This design comes from an exercise in tuning for small area, a short achievable clock period and few clock cycles on the open sky130 flow, not from production work. The RTL was checked by simulation tests, not by an equivalence proof against the original design. Power and IR drop assume default switching activity.

==> flow/design.v <==
module ice_rx (
    input  wire        clk,
    input  wire        rst,
    input  wire        in_valid,
    input  wire [7:0]  in_data,
    output wire        in_ready,
    output reg         bit_valid,
    output reg         bit_data,
    output wire        pay_valid,
    output wire [7:0]  pay_data,
    output reg         res_valid,
    output wire [1:0]  res_tag,
    output wire [3:0]  res_code,
    output wire [16:0] res_count,
    output wire [7:0]  res_f0,
    output wire [7:0]  res_f1,
    output wire [7:0]  res_f2,
    output wire [7:0]  res_f3,
    output wire [7:0]  res_f4,
    output wire [7:0]  res_decl
);
    localparam [1:0] TAG_UNREC = 2'd0, TAG_GOC = 2'd1, TAG_EIN = 2'd2, TAG_MBUS = 2'd3;
    localparam [1:0] P_IDLE = 2'd0, P_LEN_HI = 2'd1, P_LEN_LO = 2'd2, P_BODY = 2'd3;
    function [15:0] crc16_byte;
        input [15:0] c;
        input [7:0]  b;
        integer i;
        reg [15:0] x;
        begin
            x = c ^ {b, 8'h00};
            for (i = 0; i < 8; i = i + 1)
                x = x[15] ? ({x[14:0], 1'b0} ^ 16'h1021) : {x[14:0], 1'b0};
            crc16_byte = x;
        end
    endfunction
    assign in_ready = 1'b1;
    reg        v_q;
    reg [7:0]  d_q;
    reg [1:0]  phase;
    reg [1:0]  chan;
    reg [15:0] r;            
    reg [16:0] c;            
    reg [7:0]  hdr0, hdr1, hdr2, hdr3, hdr4, decl;
    reg [15:0] ck;           
    reg [3:0]  code;
    reg        ng;           
    reg        eok;          
    reg        hz;           
    reg        done;         
    reg        err;          
    reg [1:0]  ec;           
    assign res_tag   = chan;
    assign res_code  = code;
    assign res_count = c;
    assign res_f0    = hdr0;
    assign res_f1    = hdr1;
    assign res_f2    = hdr2;
    assign res_f3    = hdr3;
    assign res_f4    = hdr4;
    assign res_decl  = decl;
    assign pay_data  = d_q;
    wire is_goc  = (chan == TAG_GOC);
    wire is_ein  = (chan == TAG_EIN);
    wire is_mbus = (chan == TAG_MBUS);
    wire body    = (phase == P_BODY);
    wire r_hi0   = (r[15:2] == 14'd0);
    wire last    = r_hi0 & (r[1:0] == 2'd1);
    wire last2   = r_hi0 & (r[1:0] == 2'd2);
    wire u       = &c[16:3];
    wire [2:0] cl = c[2:0];
    assign pay_valid = v_q & body & ~last &
                       ((is_ein  & (~c[16] | (u & cl == 3'd7))) |
                        (is_mbus & ~last2 & (~c[16] | (u & cl[2:1] == 2'b11))));
    wire [7:0] b = d_q;
    wire w_s  = hz & (b >= 8'd6)  & (b <= 8'd14);
    wire w_l  = hz & (b >= 8'd26) & (b <= 8'd34);
    wire w_st = hz & (b >= 8'd56) & (b <= 8'd64);
    wire w_sp = hz & (b >= 8'd86) & (b <= 8'd94);
    wire k_odd = ~c[2];
    wire first = (c[16:3] == 14'd0);
    reg       ev_err;
    reg [1:0] ev_ec;
    reg       ev_bit;
    reg       ev_stop;
    always @(*) begin
        ev_err  = 1'b0;
        ev_ec   = 2'd0;
        ev_bit  = 1'b0;
        ev_stop = 1'b0;
        if (!eok) begin
            ev_err = 1'b1; ev_ec = 2'd0;
        end else if (done) begin
            ev_err = 1'b1; ev_ec = 2'd1;
        end else if (k_odd) begin
            if (!w_s) begin ev_err = 1'b1; ev_ec = 2'd2; end
        end else if (!(w_s | w_l | w_st | w_sp)) begin
            ev_err = 1'b1; ev_ec = 2'd2;
        end else if (first) begin
            if (!w_st) begin ev_err = 1'b1; ev_ec = 2'd3; end
        end else if (w_s | w_l) begin
            ev_bit = 1'b1;
        end else if (w_sp) begin
            ev_stop = 1'b1;
        end else begin
            ev_err = 1'b1; ev_ec = 2'd3;
        end
    end
    wire        word_end = (cl[1:0] == 2'd2);
    wire [13:0] dec3     = c[16:3] - 14'd1;
    wire [13:0] kidx     = c[2] ? {c[15:3], 1'b0} : {dec3[12:0], 1'b1};
    wire        n_ng     = ng | ((cl[1:0] == 2'd3) & (b[7:1] != 7'd0));
    wire        n_err    = err | (word_end & ev_err);
    wire [1:0]  n_ec     = err ? ec : ev_ec;
    wire        n_done   = done | (word_end & ev_stop);
    wire [16:0] c_inc    = c + 17'd1;
    wire        len_diff = (c_inc[16:8] != 9'd0) | (c_inc[7:0] != decl);
    wire [7:0]  sum_n    = ck[7:0] + b;
    wire [15:0] crc_n    = crc16_byte(ck, b);
    wire [15:0] len      = {r[15:8], b};
    wire        short_e  = (len[15:2] == 14'd0);
    wire        short_m  = (len[15:3] == 13'd0);
    always @(posedge clk) begin
        v_q <= in_valid & ~rst;
        d_q <= in_data;
    end
    always @(posedge clk) begin
        if (rst) begin
            phase     <= P_IDLE;
            res_valid <= 1'b0;
            bit_valid <= 1'b0;
        end else begin
            res_valid <= 1'b0;
            bit_valid <= 1'b0;
            if (v_q) begin
                case (phase)
                P_IDLE: begin
                    hdr0 <= b;
                    if (b == 8'h47 || b == 8'h45 || b == 8'h4D) begin
                        chan  <= (b == 8'h47) ? TAG_GOC : (b == 8'h45) ? TAG_EIN : TAG_MBUS;
                        phase <= P_LEN_HI;
                    end else begin
                        chan      <= TAG_UNREC;
                        code      <= 4'd0;
                        c         <= 17'd1;
                        res_valid <= 1'b1;
                    end
                end
                P_LEN_HI: begin
                    r[15:8] <= b;
                    phase   <= P_LEN_LO;
                end
                P_LEN_LO: begin
                    r[7:0] <= b;
                    err    <= 1'b0;
                    done   <= 1'b0;
                    ck     <= is_ein ? 16'h0000 : 16'hFFFF;
                    case (chan)
                    TAG_GOC:  begin ng <= (b[1:0] != 2'd0); c <= 17'd3; end
                    TAG_EIN:  begin ng <= short_e; c <= short_e ? 17'd0 : 17'h1FFFC; end
                    default:  begin ng <= short_m; c <= short_m ? 17'd0 : 17'h1FFF8; end
                    endcase
                    if (len == 16'd0) begin
                        phase     <= P_IDLE;
                        res_valid <= 1'b1;
                        c         <= 17'd0;
                        code      <= is_goc ? 4'd9 : 4'd1;
                    end else begin
                        phase <= P_BODY;
                    end
                end
                default: begin  
                    r <= r - 16'd1;
                    c <= c_inc;
                    ck <= is_ein ? {ck[15:8], sum_n} : crc_n;
                    if (u) begin
                        if (is_ein) begin
                            if (cl == 3'd4) hdr0 <= b;
                            if (cl == 3'd5) hdr1 <= b;
                            if (cl == 3'd6) decl <= b;
                        end else begin
                            if (cl == 3'd0) hdr0 <= b;
                            if (cl == 3'd1) hdr1 <= b;
                            if (cl == 3'd2) hdr2 <= b;
                            if (cl == 3'd3) hdr3 <= b;
                            if (cl == 3'd4) hdr4 <= b;
                            if (cl == 3'd5) decl <= b;
                        end
                    end
                    if (is_goc) begin
                        ng <= n_ng;
                        if (cl[1:0] == 2'd3) eok <= b[0] ^ c[2];
                        if (cl[1:0] == 2'd0) hz  <= (b == 8'd0);
                        if (cl[1:0] == 2'd1) hz  <= hz & (b == 8'd0);
                        if (word_end) begin
                            err  <= n_err;
                            ec   <= n_ec;
                            done <= n_done;
                            if (!err && ev_err) {hdr2[5:0], hdr1} <= kidx;
                            if (!err && ev_bit) begin
                                bit_valid <= 1'b1;
                                bit_data  <= w_l;
                            end
                        end
                    end
                    if (last) begin
                        phase     <= P_IDLE;
                        res_valid <= 1'b1;
                        code      <= 4'd0;
                        case (chan)
                        TAG_GOC: begin
                            if (n_ng) begin
                                chan <= TAG_UNREC;
                            end else if (n_err) begin
                                code <= (n_ec == 2'd3) ? 4'd8 : {2'b01, n_ec};
                                c    <= err ? {3'd0, hdr2[5:0], hdr1} : {3'd0, kidx};
                            end else if (!n_done) begin
                                code <= 4'd9;
                                c    <= {2'd0, c[16:2]};
                            end else begin
                                c    <= {3'd0, dec3};
                            end
                        end
                        TAG_EIN: begin
                            if (ng)            code <= 4'd1;
                            else if (len_diff) code <= 4'd2;
                            else if (b != ck[7:0]) code <= 4'd3;
                        end
                        default: begin
                            if (ng)            code <= 4'd1;
                            else if (len_diff) code <= 4'd2;
                            else if (crc_n != 16'd0) code <= 4'd3;
                        end
                        endcase
                    end
                end
                endcase
            end
        end
    end
endmodule
make LEC_CHECK=0 CAP_MARGIN=20 CORE_MARGIN=2 CORE_UTILIZATION=40 PLACE_DENSITY=0.6 SLEW_MARGIN=20 finish   # period 6.5 ns
run.sh (not shown) runs the stock make flow with config.mk's settings and CLKGATE_MAP_FILE= SYNTH_SCRIPT=/design/flow/synth_recipe.tcl, a recipe that flattens the netlist after the stock synthesis.
Testbench counts at the start, summed over its fixed seeds: cycles 66,736.
Next try:
SETUP_SLACK_MARGIN = 4.0   (was default)
=> The new run completed without violations. Non-clock buffer count grows by 132. Combinational power grows by about 50%. Count of clock-buffer cells in the layout shrinks by 3.
Next try:
SETUP_SLACK_MARGIN = 3.0   (was 4.0)
Global-route usage falls by 1.8 points.
Worst hold slack is better by 0.055 ns.
Count of clock-buffer cells in the layout rose by 2.
Utilization came out lower by 8.3 points.
Sequential cell count is unchanged.
Die area stays the same.
Total power falls by 2.8%.

-- what the ideal ports hide --
The results above use ideal ports. As a check the final layouts listed here were re-extracted and re-timed, cells and wires unchanged. Step 1 (the two cells are an assumption about what drives the block):
set clk [get_ports {clk}]
set_driving_cell -lib_cell sky130_fd_sc_hd__clkbuf_16 $clk
set_driving_cell -lib_cell sky130_fd_sc_hd__buf_2 [delete_from_list [all_inputs] $clk]
Step 2 moves the port delays by t, midway between the first and last clock arrival at a register: inputs arrive t later, outputs are due t later. That takes back most of the time a late clock gives input paths. a / b / c = no drivers / after step 1 / after step 2; a / b = the first two.
| run | t, ns | slack for setup (ns) | worst register clock-pin slew, ns |
|---|---|---|---|
| the first run | 0.466 | 1.739 / 1.693 / 2.159 | 0.06 / 0.06 |
| the second run | 0.470 | 2.741 / 2.699 / 2.946 | 0.07 / 0.07 |
| the third run | 0.467 | 2.748 / 2.704 / 2.721 | 0.06 / 0.06 |
After both steps setup and hold are still met in every run listed. For the third run, which loses most, drivers alone change the setup slack by -0.044 ns; drivers and shift together by -0.027 ns.
